What follows belongs to an exercise in optimizing a design on an open flow for small area; a production flow would make more cautious choices.
Only simulation tests tie the RTL to the original design; equivalence was not proved.
Power and IR drop assume default switching activity.

### flow/run.sh
#!/bin/bash
# synth_recipe.tcl (not shown) runs the flow's synth.tcl, then flattens the netlist and writes it again
# the make line also repeats each setting of config.mk as NAME=value (left out here)
make -C /OpenROAD-flow-scripts/flow DESIGN_CONFIG=/design/flow/config.mk WORK_HOME=/design/flow/orfs CLKGATE_MAP_FILE= SYNTH_SCRIPT=/design/flow/synth_recipe.tcl finish
### flow/config.mk
export PLATFORM = sky130hd
export DESIGN_NAME = pfse_frdec4
export DESIGN_NICKNAME = pfse_frdec4
export VERILOG_FILES = /design/flow/design.v
export SDC_FILE = /design/flow/constraint.sdc
export NUM_CORES = 4
export LEC_CHECK = 0
export ABC_AREA = 1
export CAP_MARGIN = 20
export CORE_MARGIN = 2
export CORE_UTILIZATION = 40
export SLEW_MARGIN = 20
### flow/constraint.sdc
create_clock -name core_clock -period 24.0 [get_ports {clk}]
set_input_delay 4.8000 -clock core_clock [delete_from_list [all_inputs] [get_ports {clk}]]
set_output_delay 4.8000 -clock core_clock [all_outputs]
set_load 0.01 [all_outputs]
### flow/design.v
module pfse_frdec4 (
    input  wire        clk,
    input  wire        rst,
    input  wire        in_valid,
    input  wire [31:0] in_data,
    input  wire        in_last,
    input  wire [1:0]  in_nbytes,
    output wire        out_valid,
    output wire [1:0]  out_demux,       
    output wire [11:0] out_status,      
    output wire [6:0]  out_rel_id,
    output wire        out_agg,
    output wire [31:0] out_entry_id,
    output wire [31:0] out_attr2,
    output wire [31:0] out_attr3,
    output wire [31:0] out_udp_ports,   
    output wire [31:0] out_udp_lencs,   
    output wire [15:0] out_pay_off,
    output wire [15:0] out_pay_len,
    output wire [47:0] out_dmac,
    output wire [47:0] out_smac,
    output wire [31:0] out_src_ip,
    output wire [31:0] out_dst_ip,
    output wire [3:0]  out_ihl,
    output wire [7:0]  out_proto,
    output wire [15:0] out_totlen
);
    reg        fresh;      
    reg        fin;        
    reg [4:0]  bc;         
    wire [4:0] kb = fresh ? 5'd0 : bc;     
    wire [2:0] nb = (in_last && in_nbytes != 2'd0) ? {1'b0, in_nbytes} : 3'd4;
    wire       lastb = in_valid & in_last;
    reg [47:0]  dmac, smac;
    reg [31:0]  sip, dip;
    reg [3:0]   ihl;
    reg [15:0]  tot;
    reg         eth_ok, ver_ok, frag_bad, p_rel, p_udp;
    reg [103:0] R;         
    reg [31:0]  bp;        
    reg [15:0]  bck;       
    reg         bh_ok, bl_ok;    
    reg         ipok;
    reg         n24, trunc;
    reg [14:0]  D;         
    reg [17:0]  A1, A2;
    wire [7:0] l0 = in_data[31:24];
    wire [7:0] l1 = in_data[23:16];
    wire [7:0] l2 = in_data[15:8];
    wire [7:0] l3 = in_data[7:0];
    wire [5:0] rk   = {1'b0, kb} - {2'b00, ihl} - 6'd3;
    wire       ph   = kb[4] | kb[3] | kb[2];           
    wire       rneg = rk[5];
    wire       rk0  = ph & (rk == 6'd0);
    wire       rk1  = ph & (rk == 6'd1);
    wire       rk2  = ph & (rk == 6'd2);
    wire       rk3  = ph & (rk == 6'd3);
    wire       rk4  = ph & (rk == 6'd4);
    wire       rk5  = ph & (rk == 6'd5);
    wire       rgt0 = ph & !rneg & (rk != 6'd0);
    wire       rgt3 = ph & !rneg & (rk > 6'd3);
    wire       ipph = ph & rneg;                       
    wire [16:0] T   = {1'b0, tot} - {11'd0, ihl, 2'b00};
    wire [15:0] T1  = T[15:0] - 16'd1;
    wire [15:0] T13 = T[15:0] - 16'd13;
    wire       dpos = !D[14] & (D != 15'd0);
    wire       dz   = (D == 15'd0);
    wire [1:0] el   = tot[1:0] + 2'd1;                 
    wire [3:0] dg;
    assign dg[0] = dpos | dz;
    assign dg[1] = dpos | (dz & (el >= 2'd1));
    assign dg[2] = dpos | (dz & (el >= 2'd2));
    assign dg[3] = dpos | (dz & (el == 2'd3));
    wire       hd  = rk1 | rk2 | rk3;                  
    wire [3:0] m1;
    assign m1[0] = in_valid & (ipph | rk0 | (hd & dg[0]));
    assign m1[1] = in_valid & (ipph | rk0 | (hd & dg[1]));
    assign m1[2] = in_valid & ((kb == 5'd3) | ipph | (hd & dg[2]));
    assign m1[3] = in_valid & ((kb == 5'd3) | ipph | ((rk1 | rk2) & dg[3]));
    wire       hs  = in_valid & rk1;                   
    wire [3:0] ps;
    assign ps[0] = (kb == 5'd7) | (kb == 5'd8);
    assign ps[1] = (kb == 5'd7) | (kb == 5'd8);
    assign ps[2] = (kb == 5'd6) | (kb == 5'd7);
    assign ps[3] = (kb == 5'd6) | (kb == 5'd7);
    wire       ud  = p_udp & rgt0;
    wire       rd  = p_rel & rgt3;
    wire [3:0] m2;
    assign m2[0] = in_valid & (ps[0] | ((ud | rd) & dg[0]));
    assign m2[1] = in_valid & (ps[1] | ((ud | rd) & dg[1]));
    assign m2[2] = in_valid & (ps[2] | ((ud | (p_udp & rk0) | rd) & dg[2]));
    assign m2[3] = in_valid & (ps[3] | ((ud | (p_udp & rk0) | rd | (p_rel & rk3)) & dg[3]));
    wire       odd2 = p_rel & (rk3 | rgt3);
    wire [7:0] a0 = m1[0] ? l0 : 8'd0;
    wire [7:0] a1 = m1[1] ? l1 : 8'd0;
    wire [7:0] a2 = m1[2] ? l2 : 8'd0;
    wire [7:0] a3 = m1[3] ? l3 : 8'd0;
    wire [15:0] w1a = hd ? {a1, a2} : {a0, a1};
    wire [15:0] w1b = hd ? {a3, a0} : {a2, a3};
    wire [7:0] b0 = m2[0] ? l0 : 8'd0;
    wire [7:0] b1 = m2[1] ? l1 : 8'd0;
    wire [7:0] b2 = m2[2] ? l2 : 8'd0;
    wire [7:0] b3 = m2[3] ? l3 : 8'd0;
    wire [15:0] w2a = odd2 ? {b1, b2} : {b0, b1};
    wire [15:0] w2b = odd2 ? {b3, b0} : {b2, b3};
    wire [15:0] a1lo = hs ? {R[95:88], 8'd0} : A1[15:0];
    wire [1:0]  a1hi = hs ? 2'd0 : A1[17:16];
    function [15:0] fold18;
        input [17:0] t;
        reg   [16:0] a;
        begin
            a      = {1'b0, t[15:0]} + {15'd0, t[17:16]};
            fold18 = a[15:0] + {15'd0, a[16]};
        end
    endfunction
    wire [16:0] dl = {1'b0, in_data[31:16]} - 17'd7;
    always @(posedge clk) begin
        if (rst) begin
            fresh <= 1'b1;
            fin   <= 1'b0;
        end else begin
            fin <= lastb;
            if (in_valid) begin
                fresh <= in_last;
                bc    <= (kb == 5'd31) ? 5'd31 : kb + 5'd1;
            end
        end
    end
    always @(posedge clk) begin
        A1 <= fresh ? 18'd0  : {2'd0, a1lo} + {16'd0, a1hi} + {2'd0, w1a} + {2'd0, w1b};
        A2 <= fresh ? 18'd17 : {2'd0, A2[15:0]} + {16'd0, A2[17:16]} + {2'd0, w2a} + {2'd0, w2b};
        if (hs)
            ipok <= (fold18(A1) == 16'hFFFF);
        if (in_valid) begin
            if (kb == 5'd0) dmac[47:16] <= in_data;
            if (kb == 5'd1) begin
                dmac[15:0]  <= in_data[31:16];
                smac[47:32] <= in_data[15:0];
            end
            if (kb == 5'd2) smac[31:0] <= in_data;
            if (kb == 5'd3) begin
                eth_ok <= (in_data[31:16] == 16'h0800);
                ver_ok <= (in_data[15:12] == 4'd4);
                ihl    <= in_data[11:8];
            end
            if (kb == 5'd4) begin
                tot <= in_data[31:16];
                D   <= dl[16:2];
            end else if (!D[14]) begin
                D   <= D - 15'd1;
            end
            if (kb == 5'd5) begin
                frag_bad <= in_data[29] | (in_data[28:16] != 13'd0);
                p_rel    <= (l3 == 8'd250);
                p_udp    <= (l3 == 8'd17);
            end
            if (kb == 5'd6) sip[31:16] <= in_data[15:0];
            if (kb == 5'd7) begin
                sip[15:0]  <= in_data[31:16];
                dip[31:16] <= in_data[15:0];
            end
            if (kb == 5'd8) dip[15:0] <= in_data[31:16];
            if (rk0) R[103:88] <= in_data[15:0];
            if (rk1) R[87:56]  <= in_data;
            if (rk2) R[55:24]  <= in_data;
            if (rk3) begin
                R[23:0]   <= in_data[31:8];
                bp[31:24] <= l3;
            end
            if (rk4) begin
                bp[23:0] <= in_data[31:8];
                bh_ok    <= (l3 == T13[15:8]);
            end
            if (rk5) begin
                bl_ok <= (l0 == T13[7:0]);
                bck   <= in_data[23:8];
            end
            if (in_last) begin
                n24   <= (kb > 5'd5) | ((kb == 5'd5) & (nb == 3'd4));
                trunc <= (!D[14] & (D != 15'd0)) | ((D == 15'd0) & (nb <= {1'b0, el}));
            end
        end
    end
    wire is_ipv4 = n24 & eth_ok;
    wire c_rel   = is_ipv4 & p_rel;
    wire c_udp   = is_ipv4 & p_udp;
    wire ip_bad  = !ver_ok | (ihl < 4'd5) | T[16] | trunc | frag_bad;
    wire valid_a = (T[15:0] >= 16'd9)  & (R[63:48] == T1);
    wire valid_b = (T[15:0] >= 16'd21) & bh_ok & bl_ok;
    wire rel_ok  = valid_a | valid_b;
    wire udp_ok  = (T[15:0] >= 16'd8);
    wire g_rel = c_rel & !ip_bad & rel_ok;
    wire g_udp = c_udp & !ip_bad & udp_ok;
    wire good  = g_rel | g_udp;
    wire g_b   = g_rel & valid_b;
    wire g_a   = g_rel & !valid_b;
    wire lenok = p_rel | (R[71:56] == T[15:0]);
    wire [15:0] ulen = p_udp ? T[15:0] : valid_b ? T13 : T1;
    wire [15:0] ck   = valid_b ? bck : p_rel ? R[47:32] : R[55:40];
    wire [18:0] us   = {1'b0, A2} + {3'd0, ulen} + ((p_rel & !valid_b) ? {1'b0, A1} : 19'd0);
    wire [16:0] uf1  = {1'b0, us[15:0]} + {14'd0, us[18:16]};
    wire [15:0] uf   = uf1[15:0] + {15'd0, uf1[16]};
    wire udpok = lenok & ((ck == 16'd0) | (uf == 16'hFFFF));
    wire [11:0] status = good ? {lenok, udpok, ipok, g_b & valid_a, 1'b1, g_b,
                                 (p_rel ? 2'd1 : 2'd2), 4'd0} :
                         (c_rel | c_udp) ? 12'h083 : 12'h0B0;
    assign out_valid     = fin & ~rst;
    assign out_demux     = c_rel ? 2'd1 : c_udp ? 2'd2 : 2'd3;
    assign out_status    = status;
    assign out_rel_id    = g_rel ? R[103:97] : 7'd0;
    assign out_agg       = g_rel & R[96];
    assign out_entry_id  = g_b ? R[95:64] : 32'd0;
    assign out_attr2     = g_b ? R[63:32] : 32'd0;
    assign out_attr3     = g_b ? R[31:0]  : 32'd0;
    assign out_udp_ports = g_b ? bp : g_a ? R[95:64] : g_udp ? R[103:72] : 32'd0;
    assign out_udp_lencs = g_b ? {T13, bck} : g_a ? R[63:32] : g_udp ? R[71:40] : 32'd0;
    assign out_pay_off   = good ? {10'd0, ihl, 2'b00} + 16'd22 + (g_b ? 16'd13 : g_a ? 16'd1 : 16'd0) : 16'd0;
    assign out_pay_len   = good ? ulen - 16'd8 : 16'd0;
    assign out_dmac      = good ? dmac : 48'd0;
    assign out_smac      = good ? smac : 48'd0;
    assign out_src_ip    = good ? sip  : 32'd0;
    assign out_dst_ip    = good ? dip  : 32'd0;
    assign out_ihl       = good ? ihl  : 4'd0;
    assign out_proto     = g_rel ? 8'd250 : g_udp ? 8'd17 : 8'd0;
    assign out_totlen    = good ? tot  : 16'd0;
endmodule
==> impl_summary.txt <==
----------------------------------------------------
[STA]
  Relative slew slack ... 27.6%
  Slew Viols, Final ... 0
  Setup repair after global routing missed its margin ... false
  Endpoints failing setup ... 0
  Fmax ... ~61 MHz
  Worst Max-Slew Pin Slew ... 1.08 ns
  Accumulated negative setup slack ... 0 ns
  Final worst path period need ... 16.48 ns
  Setup clock skew after layout ... 0.0216 ns
  Post-route fraction of the period consumed by the critical path ... about two thirds
  Count of endpoints failing hold in the final timing report ... 0

[Drt]
  Final wirelength ... 105 mm
  Post-detailed-route count of antenna-violating nets ... 0
  Routed wire per std cell ... 22.8 um
  DRC violations left ... 0
  Iteration count of the initial detailed-routing pass ... 5
  Vias per inst ... 5.17
  Total vias in the final route ... approximately 24000
  Iteration-0 DRC count of the detailed router ... between 2000 and 3000

[Floorplan]
  Vert. Die Dim ... approximately 260 um
  Initial Utilization ... 40.4%
  Horizontal extent of the die ... 261 um
  Core footprint ... 65600 um^2
  Area enclosed by the die boundary ... slightly below 70000 um^2
  Ports placed on the boundary ... 441
  Std cell rows ... 94

[Synthesis]
  Compound-gate portion of the synthesized area ... under 10%
  Primary flip-flop cell chosen by synthesis mapping ... sky130_fd_sc_hd__edfxtp_1
  Synth unique cells ... 57
  Sequential area share after synthesis ... a little over two fifths
  Syn_area_per_cell ... 8.12 um^2
  Area share of the largest cell type after synthesis ... 41.0%
  Mux share of post-synthesis cell area ... 0%
  Count of warnings emitted by yosys ... 1
  Synthesized-area fraction occupied by adder cells ... 10.1%
  Post-synth design cell area ... between 20000 and 30000 um^2
  Fraction of synthesized cell area in xor and xnor cells ... 2.31%
  Dominant combinational cell family by area after synthesis ... simple AND/OR/NAND/NOR gates
  Simple-gate share of the synthesized area ... 27.2%
  Dominant cells by area after synthesis ... sky130_fd_sc_hd__edfxtp_1 41%, sky130_fd_sc_hd__nand2_1 9.8%, sky130_fd_sc_hd__inv_1 7.9%
  Total of flip-flops plus latches after synthesis ... 400
  Post-synthesis cell type with the largest combined area ... sky130_fd_sc_hd__edfxtp_1
  Post-synthesis instance total ... 3263
  Fraction of registers with async set or reset after synthesis ... 0%
  Number of enable-type register cells in the synthesized netlist ... 362

[Place]
  Routability congestion estimate ... 1.01
  Cell area reported after detailed placement ... 31700 um^2
  Detailed-placement wirelength estimate ... 78.9 mm
  IO Port Bufs ... 427

[Power]
  Power consumption ... approximately 1.6 mW
  Maximum ir drop on the vdd rail ... 43.9 uV
  PwrDens ... 47.6 nW/um^2
  Leakage power ... 14.6 nW

[Global route]
  Total Routing Usage GR ... 30.0%
  Overflow after GRT ... 0
  Number of antenna violations at the first check in global routing ... 3
  Via count of the first global-routing pass ... 21700
  Wire length of the first global-routing pass ... roughly 150 mm
  Maximum number of pins on one net before global-route repair ... 133

[Worst setup path]
  Register-to-register setup slack ... 16.15 ns
  Critical Path Source Type ... flop
  CP Data Arrival Time ... 11.68 ns
  Slowest cell delay on critical path ... 0.58 ns
  Worst path slowest cell ... sky130_fd_sc_hd__nand2_2
  CP Capture Type ... primary output
  Crit path top cell by count ... sky130_fd_sc_hd__nand2_1
  Crit Path Max Fanout ... 31
  Required arrival time at the worst endpoint ... between 15 and 20 ns
  Kind of critical path ... flop to primary output

[Cells and area]
  Fraction of layout instances using a drive strength above 1 ... between 8 and 9%
  Nets ... 3907
  Final standard cell utilization of the core ... 50.4%
  Area added between synthesis and finish ... 24.9%
  Fin area ... roughly 33000 um^2

[Clock tree]
  Cells resized by post-CTS repair ... 0
  Number of buffers created by CTS ... 45
  Clock Latency Late Sink ... 0.60 ns
  Clock slew at reported path FFs ... 0.06 ns
  Library cell used as clock root buffer ... sky130_fd_sc_hd__clkbuf_16
  H-Tree Level Count ... 2
  Clock Sinks ... 400
  Post-CTS Repair Setup Buffers ... 0
  Maximum clock insertion buffer count ... 3
  Cts hold-fix bufs ... 0
  TritonCTS clock tree ... done

[Min path]
  Class of the most critical hold timing path ... flop to flop

[Job]
  Number of violations of the max-capacitance limit ... 0

[Run status]
  Status ... complete, no violations

----------------------------------------------------
-- path summary, 6_finish.rpt --
path | from | to | depth (start not counted)
hold / removal | D[0] | D[0] | 1
setup / recovery | tot[2] | out_status[10] | 56
hold reg to reg | D[0] | D[0] | 1
setup reg to reg | fresh | A1[17] | 38
-- worst max-delay path, delay by kind of cell, from the launching register on --
family / cells / cell delay [ns]
AND/OR/NAND/NOR: 37 / 5.91
buffers and inverters: 6 / 1.54
XOR/XNOR: 1 / 0.17
adder cells (fa/ha/maj): 8 / 2.55
AO/OA/AOI/OAI: 4 / 0.52
flip-flops: 1 / 0.37
-- kinds of logic after synthesis --
kind of cell,Yosys count
AO/OA/AOI/OAI,278
XOR/XNOR,70
adder cells (fa/ha/maj),179
buffers and inverters,684
flip-flops,400
other,2
AND/OR/NAND/NOR,1650
-- synthesized netlist by cell type, types with 4 or more instances --
master                     instances
sky130_fd_sc_hd__nand2_1         689
sky130_fd_sc_hd__inv_1           557
sky130_fd_sc_hd__nor2_1          458
sky130_fd_sc_hd__edfxtp_1        362
sky130_fd_sc_hd__nand3_1         255
sky130_fd_sc_hd__o21ai_0         153
sky130_fd_sc_hd__ha_1            121
sky130_fd_sc_hd__nor2_2          113
sky130_fd_sc_hd__a21oi_1          82
sky130_fd_sc_hd__fa_1             58
sky130_fd_sc_hd__xor2_1           54
sky130_fd_sc_hd__clkbuf_1         46
sky130_fd_sc_hd__nand4_1          46
sky130_fd_sc_hd__dfxtp_1          38
sky130_fd_sc_hd__buf_4            23
sky130_fd_sc_hd__buf_2            21
sky130_fd_sc_hd__nor3_1           19
sky130_fd_sc_hd__nor4_1           16
sky130_fd_sc_hd__xnor2_1          16
sky130_fd_sc_hd__or2_2            14
sky130_fd_sc_hd__nand2_2          13
sky130_fd_sc_hd__buf_8            10
sky130_fd_sc_hd__inv_2            10
sky130_fd_sc_hd__nor2_4            8
sky130_fd_sc_hd__o21a_1            7
sky130_fd_sc_hd__buf_1             6
sky130_fd_sc_hd__buf_6             6
sky130_fd_sc_hd__a31oi_1           5
sky130_fd_sc_hd__nand3_2           5
sky130_fd_sc_hd__o21ai_1           5
sky130_fd_sc_hd__o21bai_1          5
sky130_fd_sc_hd__nand2_4           4
-- registers in the layout (all words and copies together) (netlist names), 4 cells and up --
| name | cells |
|---|---|
| dip | 32 |
| A1 | 18 |
| dmac | 48 |
| R | 104 |
| ihl | 4 |
| bp | 32 |
| smac | 48 |
| D | 15 |
| bc | 5 |
| A2 | 18 |
| tot | 16 |
| sip | 32 |
| bck | 16 |
-- power by group --
group          leakage [nW]  internal (mW)  switching (mW)
clock                 0.690          0.367           0.297
combinational          10.3         0.0383          0.0951
sequential             3.60          0.771         0.00521
total                  14.6           1.18           0.397
-- routing by layer --
layer / GRT usage [%] / routed length, um / share of wire (%)
met3: 4.54 / 8010 / 7.6
met1: 39.4 / 43000 / 41
met4: 10.2 / 3980 / 3.8
met5: 0 / 0 / 0
met2: 50.6 / 49700 / 47
-- final cells by class --
class | instances | area [um^2]
Antenna cell | 2 | 5.00
Clock buffer | 47 | 1130
Clock inverter | 37 | 268
Fill cell | 6394 | 32500
Inverter | 571 | 2160
Multi-Input combinational cell | 2190 | 12100
Sequential cell | 400 | 11600
Tap cell | 864 | 1080
Timing Repair Buffer | 482 | 4700
-- through the flow --
stage | hold WS [ns] | setup WS [ns] | cells
final | 0.654 | 7.52 | 4593
after global routing | 0.686 | 6.36 | 4591
after CTS | 0.660 | 7.53 | 4590
after detailed placement | 0.651 | 8.16 | 4506
after global placement | 0.623 | 8.52 | 4506
after floorplan | 0.567 | 11.16 | 3274
-- cell usage in the layout (no fill, tap or decap), types with 14 or more instances in the layout --
cell                                n
sky130_fd_sc_hd__clkdlybuf4s50_1  427
sky130_fd_sc_hd__fa_1              58
sky130_fd_sc_hd__o21ai_0          153
sky130_fd_sc_hd__inv_1            557
sky130_fd_sc_hd__a21oi_1           81
sky130_fd_sc_hd__clkinv_2          15
sky130_fd_sc_hd__nor2_1           453
sky130_fd_sc_hd__xor2_1            54
sky130_fd_sc_hd__ha_1             121
sky130_fd_sc_hd__dfxtp_1           38
sky130_fd_sc_hd__edfxtp_1         362
sky130_fd_sc_hd__nand4_1           46
sky130_fd_sc_hd__clkinv_1          17
sky130_fd_sc_hd__nor2_2           112
sky130_fd_sc_hd__buf_4             54
sky130_fd_sc_hd__nor2_4            14
sky130_fd_sc_hd__nor4_1            15
sky130_fd_sc_hd__nand3_1          255
sky130_fd_sc_hd__clkbuf_16         45
sky130_fd_sc_hd__nand2_1          689
sky130_fd_sc_hd__xnor2_1           16
sky130_fd_sc_hd__or2_2             14
sky130_fd_sc_hd__nor3_1            16

==> what the ideal ports hide <==
No port has a modelled driver above. Below, the same layout with a new extraction and two added sets of constraints.
Step 1 (the two cells are an assumption about what drives the block):
set clk [get_ports {clk}]
set_driving_cell -lib_cell sky130_fd_sc_hd__clkbuf_16 $clk
set_driving_cell -lib_cell sky130_fd_sc_hd__buf_2 [delete_from_list [all_inputs] $clk]
Step 2 times the ports against the registers' clock, not the clock port: input delays grow and output delays shrink by t, the midpoint of the rising clock arrivals with the driver on.
a / b / c = ideal / step 1 / step 2; a / b = the first two.
shift t [ns]: 0.646
setup slack, ns: 7.522 / 7.461 / 8.107
slew at the worst register clock pin (ns): 0.06 / 0.06
After both steps setup and hold are still met in this run. The setup slack of this run moves by -0.061 ns with the drivers and by +0.585 ns with both steps.
